From an optimization exercise on the open Yosys and OpenROAD flow, aimed at small area and a short achievable clock period; shortcuts taken in it are not production practice.
Only simulation tests tie the RTL to the original design; equivalence was not proved.
The flow treats the clock pin as an ideal source, which a real chip does not have.

==> flow/design.v (excerpt) <==
module fixed_point_field_packer #(
    parameter W_REGION = 4
) (
    input  wire                clk,
    input  wire                rst,           
    input  wire                req_valid,
    input  wire [31:0]         cmd,
    input  wire [63:0]         a,
    input  wire [63:0]         b,
    input  wire [63:0]         f_pt,
    input  wire [63:0]         f_eta,
    input  wire [63:0]         f_phi,
    input  wire [63:0]         f_hoe,
    input  wire [63:0]         f_hoeflag,
    input  wire [63:0]         f_iso,
    input  wire [63:0]         f_isoflag,
    input  wire [63:0]         f_fb,
    input  wire [63:0]         f_timing,
    input  wire [63:0]         f_shapeflag,
    input  wire [63:0]         f_brems,
    input  wire [W_REGION-1:0] f_region,
    output reg                 rsp_valid,
    output reg                 o_illegal,
    output wire [63:0]         o_word,
    output wire [W_REGION-1:0] o_region,
    output wire [64:0]         o_ival,
    output reg                 o_sign,
    output wire [63:0]         o_mag,
    output wire                o_ok,
    output wire [31:0]         o_fval,
    output wire [11:0]         d_pt,
    output wire [31:0]         d_ptfloat,
    output wire [15:0]         d_eta,
    output wire [15:0]         d_phi,
    output wire [15:0]         d_etatc,
    output wire [15:0]         d_phitc,
    output wire                d_etasign,
    output wire                d_phisign,
    output wire [6:0]          d_etamag,
    output wire [5:0]          d_phimag,
    output wire [3:0]          d_hoe,
    output wire [1:0]          d_hoeflag,
    output wire [2:0]          d_iso,
    output wire [1:0]          d_isoflag,
    output wire [5:0]          d_fb,
    output wire [4:0]          d_timing,
    output wire [1:0]          d_shapeflag,
    output wire [1:0]          d_brems,
  ...
export LEC_CHECK = 0
export ABC_AREA = 1
export CAP_MARGIN = 20
export CORE_MARGIN = 2
export CORE_UTILIZATION = 18
export PLACE_DENSITY = 0.35
export SLEW_MARGIN = 20
create_clock -name core_clock -period 180.0 [get_ports {clk}]
standard.sh (not shown) runs the stock make flow with config.mk's settings and CLKGATE_MAP_FILE= SYNTH_SCRIPT=/design/flow/synth_recipe.tcl, a recipe that flattens the netlist after the stock synthesis.
==> flow/flow/run.sh <==
#!/bin/bash
# Own layout flow: the standard flow, with an area-only technology
# mapping script for ABC and the smallest buffer on the ports.
set -euo pipefail
here=$(pwd)
rm -rf "$here/scripts_lean"
cp -r "$FLOW_HOME/scripts" "$here/scripts_lean"
cp "$here/flow/abc_lean.script" "$here/scripts_lean/abc_area.script"
bash standard.sh SCRIPTS_DIR="$here/scripts_lean" ABC_AREA=1 synth > "$here/synth.log" 2>&1
bash standard.sh "BUFFER_PORTS_ARGS=-buffer_cell sky130_fd_sc_hd__buf_1" finish > "$here/layout.log" 2>&1
==> flow/flow/abc_lean.script <==
strash
dch
map -a
topo
stime -c
The starting point finished with timing, DRC and antenna clean.
Change:
==> flow/run.sh (new file) <==
#!/bin/bash
# synth_recipe.tcl (not shown) runs the flow's synth.tcl, then flattens the netlist and writes it again
# the make line also repeats each setting of config.mk as NAME=value (left out here)
make -C /OpenROAD-flow-scripts/flow DESIGN_CONFIG=/design/flow/config.mk WORK_HOME=/design/flow/orfs CLKGATE_MAP_FILE= SYNTH_SCRIPT=/design/flow/synth_recipe.tcl finish
removed: flow/flow/run.sh
removed: flow/flow/abc_lean.script
removed: flow/standard.sh
What happened: The new run ran to the end with no violations; cell area rises by 25%; global-route usage falls by 2.3 points; utilization rises by 1.7 points.

========
lane 1:
Another version of the RTL of fixed_point_field_packer (not shown whole).
Size: ~4900 cells after synthesis, about 110 flip-flops, roughly 1400 I/O pins.
==> flow/config.mk <==
export PLATFORM = sky130hd
export DESIGN_NAME = fixed_point_field_packer
export DESIGN_NICKNAME = fixed_point_field_packer
export VERILOG_FILES = /design/flow/design.v
export SDC_FILE = /design/flow/constraint.sdc
export NUM_CORES = 4
export LEC_CHECK = 0
export ABC_AREA = 1
export CAP_MARGIN = 20
export CORE_AREA = 2.3 2.72 431.02 429.76
export DIE_AREA = 0 0 433.33 433.33
export PLACE_DENSITY = 0.35
export SLEW_MARGIN = 20
export TNS_END_PERCENT = 20
==> flow/constraint.sdc <==
create_clock -name core_clock -period 180.0 [get_ports {clk}]
set_input_delay 36.0000 -clock core_clock [delete_from_list [all_inputs] [get_ports {clk}]]
set_output_delay 36.0000 -clock core_clock [all_outputs]
set_load 0.01 [all_outputs]
==> flow/flow/run.sh <==
#!/bin/bash
# Own layout flow: the standard flow, except
#  - technology mapping by ABC without its blanket up-sizing (flow/abc_area.script),
#  - the smallest buffer cell on the input and output ports,
#  - timing repair aiming at a shorter period than the clock's, so that only
#    the critical paths get larger cells.
# Each tool's output goes to a log of its own in this folder.
set -euo pipefail
here=$(pwd)
margin=130
rm -rf "$here/scripts_own"
cp -r "$FLOW_HOME/scripts" "$here/scripts_own"
cp "$here/flow/abc_area.script" "$here/scripts_own/abc_area.script"
bash standard.sh SCRIPTS_DIR="$here/scripts_own" synth > "$here/synth.log" 2>&1
bash standard.sh "BUFFER_PORTS_ARGS=-buffer_cell sky130_fd_sc_hd__buf_1" \
    "SETUP_SLACK_MARGIN=$margin" "PRE_CTS_TCL=$here/flow/pre_cts.tcl" "POST_CTS_TCL=$here/flow/post_cts.tcl" finish > "$here/layout.log" 2>&1
==> flow/flow/abc_area.script <==
strash
ifraig
scorr
dc2
strash
dch -f
map -B 0.9
strash
dch -f
map -B 0.9
topo
stime -c
==> flow/flow/post_cts.tcl <==
set_max_fanout 10000 [current_design]
==> flow/flow/pre_cts.tcl <==
set_max_fanout 8 [current_design]
Per the final summary, lane 1 finished and its layout is clean on timing, DRC and antenna.
What lane 2 does differently from lane 1 at the input level:
==> flow/flow/abc_area.script <==
strash
dch
map -B 0.9
topo
stime -c
==> comparison <==
- Delta (lane 2 minus lane 1): post-route clock period utilization shows no meaningful change; total routed wirelength shows an increase of 2.2%; core utilization shows no meaningful change.
- Comparing lane 2 and lane 1, the higher largest stage delay on the critical path is on lane 1.
Setup changes, lane 2 to lane 3
==> flow/flow/run.sh <==
#!/bin/bash
set -euo pipefail
here=$(pwd)
margin=130
rm -rf "$here/scripts_own"
cp -r "$FLOW_HOME/scripts" "$here/scripts_own"
cp "$here/flow/abc_area.script" "$here/scripts_own/abc_area.script"
bash standard.sh SCRIPTS_DIR="$here/scripts_own" synth > "$here/synth.log" 2>&1
bash standard.sh "BUFFER_PORTS_ARGS=-buffer_cell sky130_fd_sc_hd__buf_1" \
    "SETUP_SLACK_MARGIN=$margin" \
    "PRE_CTS_TCL=$here/flow/pre_cts.tcl" "POST_CTS_TCL=$here/flow/post_cts.tcl" \
    finish > "$here/layout.log" 2>&1
==> flow/flow/abc_area.script <==
strash
ifraig
scorr
dc2
strash
dch -f
map -B 0.9
topo
stime -c
==> flow/flow/post_cts.tcl <==
# Lift the fan-out limit again: it is only meant for the clock tree.
set_max_fanout 10000 [current_design]
==> flow/flow/pre_cts.tcl <==
# Clock tree synthesis puts at most this many sinks on a clock buffer.
set_max_fanout 8 [current_design]
[summary]
- Taking lane 2 as the reference point, the number of filler instances in the final layout of lane 3 falls by 155.
- From lane 2 to lane 3 the numbers moved as follows: via density per instance comparable; final cell utilization of the core about even.
- Lane 2 → lane 3: overall routed net length -about 3.3%.
The inputs of lane 4 differ from those of lane 3 as listed below.
==> flow/flow/run.sh <==
#!/bin/bash
# Own layout flow: the standard flow, except
#  - technology mapping by ABC without its blanket up-sizing (flow/abc_area.script),
#  - the smallest buffer cell on the input and output ports,
#  - timing repair aiming at a shorter period than the clock's, so that only
#    the critical paths get larger cells.
# Each tool's output goes to a log of its own in this folder.
set -euo pipefail
here=$(pwd)
margin=132
rm -rf "$here/scripts_own"
cp -r "$FLOW_HOME/scripts" "$here/scripts_own"
cp "$here/flow/abc_area.script" "$here/scripts_own/abc_area.script"
bash standard.sh SCRIPTS_DIR="$here/scripts_own" synth > "$here/synth.log" 2>&1
bash standard.sh "BUFFER_PORTS_ARGS=-buffer_cell sky130_fd_sc_hd__buf_1" \
    "SETUP_SLACK_MARGIN=$margin" "PRE_CTS_TCL=$here/flow/pre_cts.tcl" "POST_CTS_TCL=$here/flow/post_cts.tcl" finish > "$here/layout.log" 2>&1
==> flow/flow/post_cts.tcl <==
set_max_fanout 10000 [current_design]
==> flow/flow/pre_cts.tcl <==
set_max_fanout 8 [current_design]
Results
- Lane 4 finished all stages; the layout is clean.
- Going from lane 3 to lane 4, cell area after placement flat; filler-free cell count of the finished design went up by 64.
- Compared with lane 3, placement density in the core of lane 4 is higher.

re-timing with driven ports:
In the flow no input, the clock included, has a driving cell. The finished layouts below were timed again as built, in two steps.
Step 1 assumes that a clkbuf_16 drives the clock port and a buf_2 every other input.
Step 2 also shifts input and output timing later by t, the mid clock arrival at the registers, as if the neighbouring blocks saw the same clock.
a / b / c = ideal / step 1 / step 2; a / b = the first two.
run | shift t [ns] | setup slack, ns | slew at the worst register clock pin (ns) | worst slew at a driven data input, ns
the first run of note 1 | 0.484 | 109.078 / 109.014 / 109.498 | 0.11 / 0.11 | 0.18
the second run of note 1 | 0.472 | 121.684 / 121.611 / 122.083 | 0.10 / 0.10 | 0.15
lane 1 | 0.521 | 131.141 / 131.146 / 130.625 | 0.09 / 0.09 | 0.21
lane 2 | 0.528 | 131.253 / 131.216 / 130.687 | 0.09 / 0.09 | 0.19
lane 3 | 0.554 | 131.294 / 131.227 / 130.857 | 0.10 / 0.10 | 0.16
lane 4 | 0.530 | 132.875 / 132.819 / 132.412 | 0.08 / 0.08 | 0.18
After both steps every run listed still meets setup and hold. The setup slack of lane 2, which loses most, moves by -0.037 ns with the drivers and by -0.566 ns with both steps.
